Background: an optimization exercise with open tools, aiming at small area, a short achievable clock period and few clock cycles. Do not read the settings as production practice.
Only simulation tests tie the RTL to the original design; equivalence was not proved.
No activity file was given, so power comes from the tool's default toggle rates.

==> design/flow/design.v <==
module sv_fp_mul (
    input  wire [31:0] a,
    input  wire [31:0] b,
    output reg  [31:0] y
);
    wire        sa = a[31];
    wire        sb = b[31];
    wire [7:0]  ea = a[30:23];
    wire [7:0]  eb = b[30:23];
    wire [22:0] fa = a[22:0];
    wire [22:0] fb = b[22:0];
    wire        sy = sa ^ sb;
    wire a_nan  = (ea == 8'hFF) && (fa != 0);
    wire b_nan  = (eb == 8'hFF) && (fb != 0);
    wire a_inf  = (ea == 8'hFF) && (fa == 0);
    wire b_inf  = (eb == 8'hFF) && (fb == 0);
    wire a_zero = (ea == 8'h00) && (fa == 0);
    wire b_zero = (eb == 8'h00) && (fb == 0);
    wire [23:0] ma = {(ea != 0), fa};
    wire [23:0] mb = {(eb != 0), fb};
    wire [9:0]  xa = (ea == 0) ? 10'd1 : {2'b00, ea};
    wire [9:0]  xb = (eb == 0) ? 10'd1 : {2'b00, eb};
    wire [47:0] prod = ma * mb;
    reg [5:0] lead;
    integer i;
    always @(*) begin
        lead = 6'd0;
        for (i = 0; i < 48; i = i + 1)
            if (prod[i]) lead = i[5:0];
    end
    wire signed [11:0] e_norm = $signed({6'b0, lead}) + $signed({2'b0, xa}) + $signed({2'b0, xb}) - 12'sd173;
    reg [47:0] pn;        
    reg [47:0] pd;        
    reg        sticky;
    reg [7:0]  e_field;
    reg [11:0] rsh;
    reg [30:0] mag;
    reg        rnd;
    integer    k;
    always @(*) begin
        pn = prod << (6'd47 - lead);
        sticky = 1'b0;
        pd = pn;
        e_field = 8'd0;
        rsh = 12'd0;
        if (e_norm >= 12'sd1) begin
            e_field = (e_norm >= 12'sd255) ? 8'hFF : e_norm[7:0];
        end else begin
            rsh = 12'd1 - e_norm;
            if (rsh > 12'd48) rsh = 12'd48;
            pd = pn >> rsh;
            for (k = 0; k < 48; k = k + 1)
                if ((k < rsh) && pn[k]) sticky = 1'b1;
        end
        rnd = pd[23] & ((|pd[22:0]) | sticky | pd[24]);
        mag = {e_field, pd[46:24]} + {30'd0, rnd};
        if (a_nan || b_nan || (a_inf && b_zero) || (b_inf && a_zero))
            y = 32'h7FC00000;
        else if (a_inf || b_inf)
            y = {sy, 8'hFF, 23'd0};
        else if (a_zero || b_zero)
            y = {sy, 31'd0};
        else if (e_norm >= 12'sd255)
            y = {sy, 8'hFF, 23'd0};
        else
            y = {sy, mag};
    end
endmodule
module sv_fp_add (
    input  wire [31:0] a,
    input  wire [31:0] b,
    input  wire        sub,
    output reg  [31:0] y
);
    wire [31:0] bb = {b[31] ^ sub, b[30:0]};
    wire a_nan = (a[30:23] == 8'hFF) && (a[22:0] != 0);
    wire b_nan = (bb[30:23] == 8'hFF) && (bb[22:0] != 0);
    wire a_inf = (a[30:23] == 8'hFF) && (a[22:0] == 0);
    wire b_inf = (bb[30:23] == 8'hFF) && (bb[22:0] == 0);
    wire        swap = bb[30:0] > a[30:0];
    wire [31:0] p = swap ? bb : a;
    wire [31:0] q = swap ? a : bb;
    wire [7:0]  ep = (p[30:23] == 0) ? 8'd1 : p[30:23];
    wire [7:0]  eq = (q[30:23] == 0) ? 8'd1 : q[30:23];
    wire [23:0] mp = {(p[30:23] != 0), p[22:0]};
    wire [23:0] mq = {(q[30:23] != 0), q[22:0]};
    wire [7:0]  d  = ep - eq;
    wire        eff_sub = p[31] ^ q[31];
    reg [53:0] qsh;
    reg [26:0] qal;
    reg [27:0] sum;
    reg [4:0]  lz;
    reg [4:0]  sh;
    reg [26:0] mn;
    reg [8:0]  en;
    reg [7:0]  e_field;
    reg        rnd;
    reg [30:0] mag;
    integer    i;
    always @(*) begin
        qsh = {mq, 3'b000, 27'd0} >> d;
        if (d >= 8'd27) begin
            qal = {26'd0, (mq != 0)};
        end else begin
            qal = qsh[53:27];
            qal[0] = qal[0] | (qsh[26:0] != 0);
        end
        if (eff_sub)
            sum = {1'b0, mp, 3'b000} - {1'b0, qal};
        else
            sum = {1'b0, mp, 3'b000} + {1'b0, qal};
        lz = 5'd27;
        for (i = 0; i < 27; i = i + 1)
            if (sum[i]) lz = 5'd26 - i[4:0];
        sh = 5'd0;
        if (sum[27]) begin
            mn = {sum[27:2], sum[1] | sum[0]};
            en = {1'b0, ep} + 9'd1;
        end else begin
            if ({3'b0, lz} > (ep - 8'd1)) sh = ep[4:0] - 5'd1;
            else sh = lz;
            mn = sum[26:0] << sh;
            en = {1'b0, ep} - {4'd0, sh};
        end
        e_field = mn[26] ? en[7:0] : 8'd0;
        rnd = mn[2] & (mn[1] | mn[0] | mn[3]);
        mag = {e_field, mn[25:3]} + {30'd0, rnd};
        if (a_nan || b_nan || (a_inf && b_inf && (a[31] != bb[31])))
            y = 32'h7FC00000;
        else if (a_inf)
            y = a;
        else if (b_inf)
            y = bb;
        else if (sum == 0)
            y = {a[31] & bb[31], 31'd0};
        else if (en >= 9'd255)
            y = {p[31], 8'hFF, 23'd0};
        else
            y = {p[31], mag};
    end
endmodule
module sv_fp_recip (
    input  wire        clk,
    input  wire        rst,
    input  wire        start,
    input  wire [31:0] v,
    output reg         busy,
    output reg         done,
    output reg  [31:0] y
);
    reg [7:0]  ev;
    reg [23:0] mv;
    reg [24:0] rem;
    reg [27:0] q;
    reg [4:0]  cnt;
    reg        fin;      
    reg [27:0] pn;
    reg [27:0] pd;
    reg signed [9:0] e;
    reg [3:0]  rsh;
    reg        st;
    reg [7:0]  e_field;
    reg        rnd;
    reg [30:0] mag;
    integer    k;
    always @(*) begin
        st = (rem != 0);
        if (q[27]) begin
            pn = q;
            e  = 10'sd254 - $signed({2'b0, ev});
        end else begin
            pn = {q[26:0], 1'b0};
            e  = 10'sd253 - $signed({2'b0, ev});
        end
        pd = pn;
        rsh = 4'd0;
        e_field = 8'd0;
        if (e >= 10'sd1) begin
            e_field = e[7:0];
        end else begin
            rsh = (e < -10'sd12) ? 4'd13 : (4'd1 - e[3:0]);
            pd = pn >> rsh;
            for (k = 0; k < 28; k = k + 1)
                if ((k < rsh) && pn[k]) st = 1'b1;
        end
        rnd = pd[3] & ((|pd[2:0]) | st | pd[4]);
        mag = {e_field, pd[26:4]} + {30'd0, rnd};
    end
    always @(posedge clk) begin
        if (rst) begin
            busy <= 1'b0;
            done <= 1'b0;
            fin  <= 1'b0;
            y    <= 32'd0;
            ev   <= 8'd0;
            mv   <= 24'd0;
            rem  <= 25'd0;
            q    <= 28'd0;
            cnt  <= 5'd0;
        end else begin
            done <= 1'b0;
            if (!busy) begin
                if (start) begin
                    if (v[30:23] == 8'hFF) begin
                        y    <= 32'd0;
                        done <= 1'b1;
                    end else begin
                        busy <= 1'b1;
                        ev   <= v[30:23];
                        mv   <= {1'b1, v[22:0]};
                        rem  <= 25'h0800000;
                        q    <= 28'd0;
                        cnt  <= 5'd0;
                        fin  <= 1'b0;
                    end
                end
            end else if (!fin) begin
                if (rem >= {1'b0, mv}) begin
                    q   <= {q[26:0], 1'b1};
                    rem <= {rem[23:0] - mv[23:0], 1'b0};
                end else begin
                    q   <= {q[26:0], 1'b0};
                    rem <= {rem[23:0], 1'b0};
                end
                cnt <= cnt + 5'd1;
                if (cnt == 5'd27) fin <= 1'b1;
            end else begin
                y    <= {1'b0, mag};
                done <= 1'b1;
                busy <= 1'b0;
                fin  <= 1'b0;
            end
        end
    end
endmodule
module sv_core (
    input  wire        clk,
    input  wire        rst,
    input  wire        cmd_valid,
    output wire        cmd_ready,
    input  wire [1:0]  cmd_op,
    input  wire [31:0] cmd_x,
    input  wire [31:0] cmd_g,
    input  wire [31:0] cmd_k,
    output reg         rsp_valid,
    output reg  [7:0]  rsp_status,
    output reg  [31:0] rsp_lp,
    output reg  [31:0] rsp_hp,
    output reg  [31:0] rsp_bp
);
    localparam OP_PROCESS = 2'd0;
    localparam OP_RESET   = 2'd1;
    localparam OP_SETCOEF = 2'd2;
    localparam ST_OK      = 8'd0;
    localparam ST_INVALID = 8'd1;
    localparam ST_ILLEGAL = 8'd4;
    localparam [31:0] ONE   = 32'h3F800000;    
    localparam [31:0] TWO   = 32'h40000000;    
    localparam [31:0] K_MIN = 32'h3B800000;    
    reg [31:0] g, k;
    reg [31:0] s1, s2;
    reg        busy;
    reg [3:0]  step;
    reg [31:0] x;
    reg [31:0] gk, d, t, hp, bp, lp, v1, v2;
    reg        div_wait;
    assign cmd_ready = !busy;
    reg  [31:0] mul_a, mul_b;
    reg  [31:0] add_a, add_b;
    reg         add_sub;
    wire [31:0] mul_y, add_y;
    wire        div_busy, div_done;
    wire [31:0] div_y;
    reg         div_start;
    sv_fp_mul   u_mul (.a(mul_a), .b(mul_b), .y(mul_y));
    sv_fp_add   u_add (.a(add_a), .b(add_b), .sub(add_sub), .y(add_y));
    sv_fp_recip u_div (.clk(clk), .rst(rst), .start(div_start), .v(t),
                       .busy(div_busy), .done(div_done), .y(div_y));
    always @(*) begin
        mul_a   = g;
        mul_b   = gk;
        add_a   = g;
        add_b   = k;
        add_sub = 1'b0;
        case (step)
            4'd0:  begin add_a = g;   add_b = k;  end
            4'd1:  begin mul_a = g;   mul_b = gk; end
            4'd2:  begin add_a = ONE; add_b = t;  end
            4'd4:  begin mul_a = gk;  mul_b = s1; end
            4'd5:  begin add_a = x;   add_b = t;  add_sub = 1'b1; end
            4'd6:  begin add_a = t;   add_b = s2; add_sub = 1'b1; end
            4'd7:  begin mul_a = t;   mul_b = d;  end
            4'd8:  begin mul_a = g;   mul_b = hp; end
            4'd9:  begin add_a = v1;  add_b = s1; end
            4'd10: begin add_a = bp;  add_b = v1; end
            4'd11: begin mul_a = g;   mul_b = bp; end
            4'd12: begin add_a = v2;  add_b = s2; end
            4'd13: begin add_a = lp;  add_b = v2; end
            default: ;
        endcase
    end
    wire g_ok = !cmd_g[31] && (cmd_g[30:23] != 8'hFF) && (cmd_g[30:0] != 31'd0);
    wire k_ok = !cmd_k[31] && (cmd_k[30:23] != 8'hFF) && (cmd_k[30:0] >= K_MIN[30:0]);
    always @(*) begin
        div_start = busy && (step == 4'd3) && !div_wait;
    end
    always @(posedge clk) begin
        if (rst) begin
            g <= ONE; k <= TWO;
            s1 <= 32'd0; s2 <= 32'd0;
            busy <= 1'b0;
            step <= 4'd0;
            div_wait <= 1'b0;
            x <= 32'd0; gk <= 32'd0; d <= 32'd0; t <= 32'd0;
            hp <= 32'd0; bp <= 32'd0; lp <= 32'd0; v1 <= 32'd0; v2 <= 32'd0;
            rsp_valid <= 1'b0;
            rsp_status <= 8'd0;
            rsp_lp <= 32'd0; rsp_hp <= 32'd0; rsp_bp <= 32'd0;
        end else begin
            rsp_valid <= 1'b0;
            if (!busy) begin
                if (cmd_valid) begin
                    rsp_lp <= 32'd0; rsp_hp <= 32'd0; rsp_bp <= 32'd0;
                    case (cmd_op)
                        OP_PROCESS: begin
                            x <= cmd_x;
                            busy <= 1'b1;
                            step <= 4'd0;
                        end
                        OP_RESET: begin
                            s1 <= 32'd0;
                            s2 <= 32'd0;
                            rsp_valid <= 1'b1;
                            rsp_status <= ST_OK;
                        end
                        OP_SETCOEF: begin
                            if (g_ok && k_ok) begin
                                g <= cmd_g;
                                k <= cmd_k;
                                rsp_status <= ST_OK;
                            end else begin
                                rsp_status <= ST_INVALID;
                            end
                            rsp_valid <= 1'b1;
                        end
                        default: begin
                            rsp_valid <= 1'b1;
                            rsp_status <= ST_ILLEGAL;
                        end
                    endcase
                end
            end else begin
                if (step == 4'd3) begin
                    if (!div_wait) begin
                        div_wait <= 1'b1;
                    end else if (div_done) begin
                        d <= div_y;
                        div_wait <= 1'b0;
                        step <= 4'd4;
                    end
                end else begin
                    step <= step + 4'd1;
                end
                case (step)
                    4'd0:  gk <= add_y;
                    4'd1:  t  <= mul_y;
                    4'd2:  t  <= add_y;
                    4'd4:  t  <= mul_y;
                    4'd5:  t  <= add_y;
                    4'd6:  t  <= add_y;
                    4'd7:  hp <= mul_y;
                    4'd8:  v1 <= mul_y;
                    4'd9:  bp <= add_y;
                    4'd10: s1 <= add_y;
                    4'd11: v2 <= mul_y;
                    4'd12: lp <= add_y;
                    4'd13: begin
                        s2 <= add_y;
                        busy <= 1'b0;
                        rsp_valid <= 1'b1;
                        rsp_status <= ST_OK;
                        rsp_lp <= lp;
                        rsp_hp <= hp;
                        rsp_bp <= bp;
                    end
                    default: ;
                endcase
            end
        end
    end
endmodule
==> design/flow/run.sh <==
#!/bin/bash
# synth_recipe.tcl (not shown) runs the flow's synth.tcl, then flattens the netlist and writes it again
# the make line also repeats each setting of config.mk as NAME=value (left out here)
make -C /OpenROAD-flow-scripts/flow DESIGN_CONFIG=/design/flow/config.mk WORK_HOME=/design/flow/orfs CLKGATE_MAP_FILE= SYNTH_SCRIPT=/design/flow/synth_recipe.tcl finish
==> design/flow/config.mk <==
export PLATFORM = sky130hd
export DESIGN_NAME = sv_core
export DESIGN_NICKNAME = sv_core
export VERILOG_FILES = /design/flow/design.v
export SDC_FILE = /design/flow/constraint.sdc
export NUM_CORES = 4
export LEC_CHECK = 0
export CAP_MARGIN = 20
export CORE_MARGIN = 2
export CORE_UTILIZATION = 40
export SLEW_MARGIN = 20
==> design/flow/constraint.sdc <==
create_clock -name core_clock -period 24.0 [get_ports {clk}]
set_input_delay 4.8000 -clock core_clock [delete_from_list [all_inputs] [get_ports {clk}]]
set_output_delay 4.8000 -clock core_clock [all_outputs]
set_load 0.01 [all_outputs]
==> flow_metrics.tcl <==
set metrics [dict create \
    drcViolationCount 0 \
    drt-met1-wl_mm 160.1 \
    min_from "s2[22]" \
    placed_cells 12460 \
    skew_ns 0.04292 \
    met3_length_mm 40.15 \
    final_common_cell "nand2_1" \
    synth_edf_count 0 \
    synth.area.mux_share 0.04303 \
    dominantRegCellSynth "dfxtp_1" \
    synth-compound-area-share 0.2570 \
    slowest_delay_ns 0.80 \
    synth_cell_types 123 \
    wl_mm 392.3 \
    irDropWorstVdd_uv 395.5 \
    postSynthCellCount 10090 \
    power_switching_share 0.6246 \
    hold_ws_ns 0.4524 \
    worstSkewPairLatency_ns 0.69 \
    track_usage 0.4053 \
    cp_data_arrival_time_ns 22.31 \
    start_kind "register" \
    path_class "reg2reg" \
    vias_per_cell 6.516 \
    yosys_warnings 4 \
    p_int_mw 5.060 \
    cts_inserted_buffers 74 \
    cts_resized 0 \
    p_per_area_nw_per_um2 164.4 \
    rsz0062_at_grt "false" \
    setup_viol 0 \
    hold_path.class "reg2reg" \
    dieArea_um2 187400 \
    grt.overflow.total 0 \
    preCtsSetupSlack_ns 2.707 \
    post_cts_buffers 0 \
    p_sw_mw 8.418 \
    setup_ws_ns 2.254 \
    report.final.slew_viol_count 0 \
    final_util 0.4484 \
    status "finished clean" \
    placed_cell_area_um2 79500 \
    io_buffer_count 200 \
    startpoint "step[2]" \
    ys_ff_latch 643 \
    hpwl_mm 308.8 \
    highest_layer "met5" \
    globalplace.congestion 1.078 \
    required_ns 24.57 \
    core-area_um2 182900 \
    comb_power_share 0.831 \
    worstPathMaxFanout 59 \
    seq_area_frac_synth 0.1750 \
    ctsHoldBuffers 0 \
    route.met2.wl_mm 169.0 \
    clockRootBuffer "clkbuf_16" \
    synthSimpleGateAreaFrac 0.2384 \
    r2r-start "step[2]" \
    maxCapViolCount 0 \
    drive_gt1_frac 0.08034 \
    clock.fmax_ghz 0.04599 \
    cts_htree_levels 3 \
    stdcell_count 12610 \
    clockBufferDepth 3 \
    worstSetupEndpointType "register" \
    start_util 0.4022 \
    worstMarginPinSlew_ns 1.228 \
    clock_power_share 0.088 \
    finalInstanceArea_um2 82000 \
    die_x_um 432.8 \
    firstDrtPassIters 9 \
    grt_max_degree 179 \
    async_flop_share 0 \
    mostFrequentLayoutCells "nand2_1, nor2_1, a21oi_1" \
    synth_area_per_cell_um2 7.294 \
    pwr-share-seq 0.081 \
    drt_iter0_drc 10930 \
    chipHeight_um 432.8 \
    pin_count 207 \
    synthesis.area_um2 73560 \
    p_leak_nw 32.57 \
    antenna_found_initial 18 \
    area_delta_synth_final_pct 11.47 \
    nets 11010 \
    wl_per_cell_um 31.12 \
    slowest_stage "dfxtp_4" \
    p_total_mw 13.48 \
    synth_xor_area_frac 0.01954 \
    ant_nets 0 \
    synth_top_family_by_area "compound AO/OA/AOI/OAI gates" \
    placementRows 157 \
    final.setup.tns_ns 0 \
    fin_crit_ns 21.75 \
    fin_crit_sh 0.9061 \
    hold_viol 0 \
    cts_tree "built" \
    first_global_vias 77470 \
    grt_pass1_wl_mm 560.8 \
    clock-sinks 643 \
    clk_pin_slew_ns 0.06 \
    slew_headroom 0.1775 \
    synth-adder-area-share 0.1914 \
    crit_path_frequent_cell "fa_1" \
    vias 82130 \
]
power groups by stage:
stage	Sequential (mW)	Clock, mW	Combinational (mW)
detailed placement	1.11	0	10.7
CTS	1.09	1.19	10.7
floorplan	1.11	0	5.96
global placement	1.11	0	10.8
global route	1.09	1.23	11.6
finish	1.09	1.18	11.2
layer usage:
layer / GRT usage / vias up
li1: - / 35700
met1: 0.5447 / 40450
met2: 0.6138 / 5028
met3: 0.08826 / 934
met4: 0.1945 / 14
met5: 0 / -
critical path: cells and delay by family, from the launching register on:
family / cells / cell delay [ns]
compound gates: 20 / 5.65
flops: 1 / 0.80
fa+ha+maj: 13 / 5.68
simple gates: 19 / 5.89
buf+inv: 10 / 2.41
mux: 1 / 0.57
xor+xnor: 3 / 0.52
path summary, 6_finish.rpt:
check                           endpoint  slack, ns  cells after the start
worst min register to register    s2[22]       0.45                      2
worst min-delay path              s2[22]       0.45                      2
worst max register to register     t[22]       2.25                     66
worst max-delay path               t[22]       2.25                     66
synth_stat cells (26+ instances only):
library cell / instances / share of area
a211o_1: 30 / 0.0036
a211oi_1: 132 / 0.013
a21boi_0: 28 / 0.0029
a21o_1: 100 / 0.010
a21oi_1: 922 / 0.063
a221o_1: 69 / 0.0094
a221oi_1: 72 / 0.0086
a22o_1: 26 / 0.0031
a22oi_1: 212 / 0.022
a31oi_1: 88 / 0.0075
a32oi_1: 42 / 0.0050
and2_1: 115 / 0.0098
and3_1: 54 / 0.0046
buf_1: 82 / 0.0042
buf_2: 26 / 0.0018
clkbuf_1: 561 / 0.029
dfxtp_1: 643 / 0.17
fa_1: 488 / 0.13
ha_1: 342 / 0.058
inv_1: 744 / 0.038
mux2_2: 50 / 0.0077
mux2i_1: 242 / 0.033
nand2_1: 1576 / 0.080
nand2b_1: 70 / 0.0060
nand3_1: 409 / 0.028
nand4_1: 78 / 0.0066
nor2_1: 944 / 0.048
nor2b_1: 46 / 0.0039
nor3_1: 238 / 0.016
nor4_1: 88 / 0.0075
o2111ai_1: 30 / 0.0036
o211ai_1: 97 / 0.0099
o21a_1: 31 / 0.0032
o21ai_0: 400 / 0.027
o21bai_1: 29 / 0.0030
o221ai_1: 53 / 0.0063
o22ai_1: 73 / 0.0062
o31ai_1: 61 / 0.0062
or2_2: 39 / 0.0033
or3_1: 50 / 0.0043
or4_1: 27 / 0.0028
xnor2_1: 100 / 0.012
xor2_1: 61 / 0.0073
area by class of cell:
class                           count  area, um2
Timing Repair Buffer              601       5140
Inverter                          753       2829
Tap cell                         2464       3083
Fill cell                       18830     100900
Clock inverter                     34      442.9
Clock buffer                       98       2032
Antenna cell                        9      22.52
Multi-Input combinational cell   8003      55560
Sequential cell                   643      12880
logic make-up after synthesis:
family	count (synthesis)
mux	300
compound gates	2828
other cells	1
simple gates	3874
fa+ha+maj	833
flops	643
buf+inv	1444
xor+xnor	162
Testbench counts, summed over its fixed seeds: cycles 276,304.

## afterwards: timing with drivers on the ports
Ports are ideal in the flow. The routed layout listed here was re-timed in OpenROAD.
Step 1 assumes that a clkbuf_16 drives the clock port and a buf_2 every other input.
Step 2 times the ports against the registers' clock, not the clock port: input delays grow and output delays shrink by t, the midpoint of the rising clock arrivals with the driver on.
Three values: ideal, step 1, step 2; two values: the first two.
shift t [ns]: 0.740
setup slack, ns: 2.254 / 2.254 / 2.254
hold WS [ns]: 0.452 / 0.452 / 0.452
cell pins on the clock port's net: 1
After both steps this run still meets setup and hold. For this run, drivers alone change the setup slack by 0.000 ns; drivers and shift together by 0.000 ns.
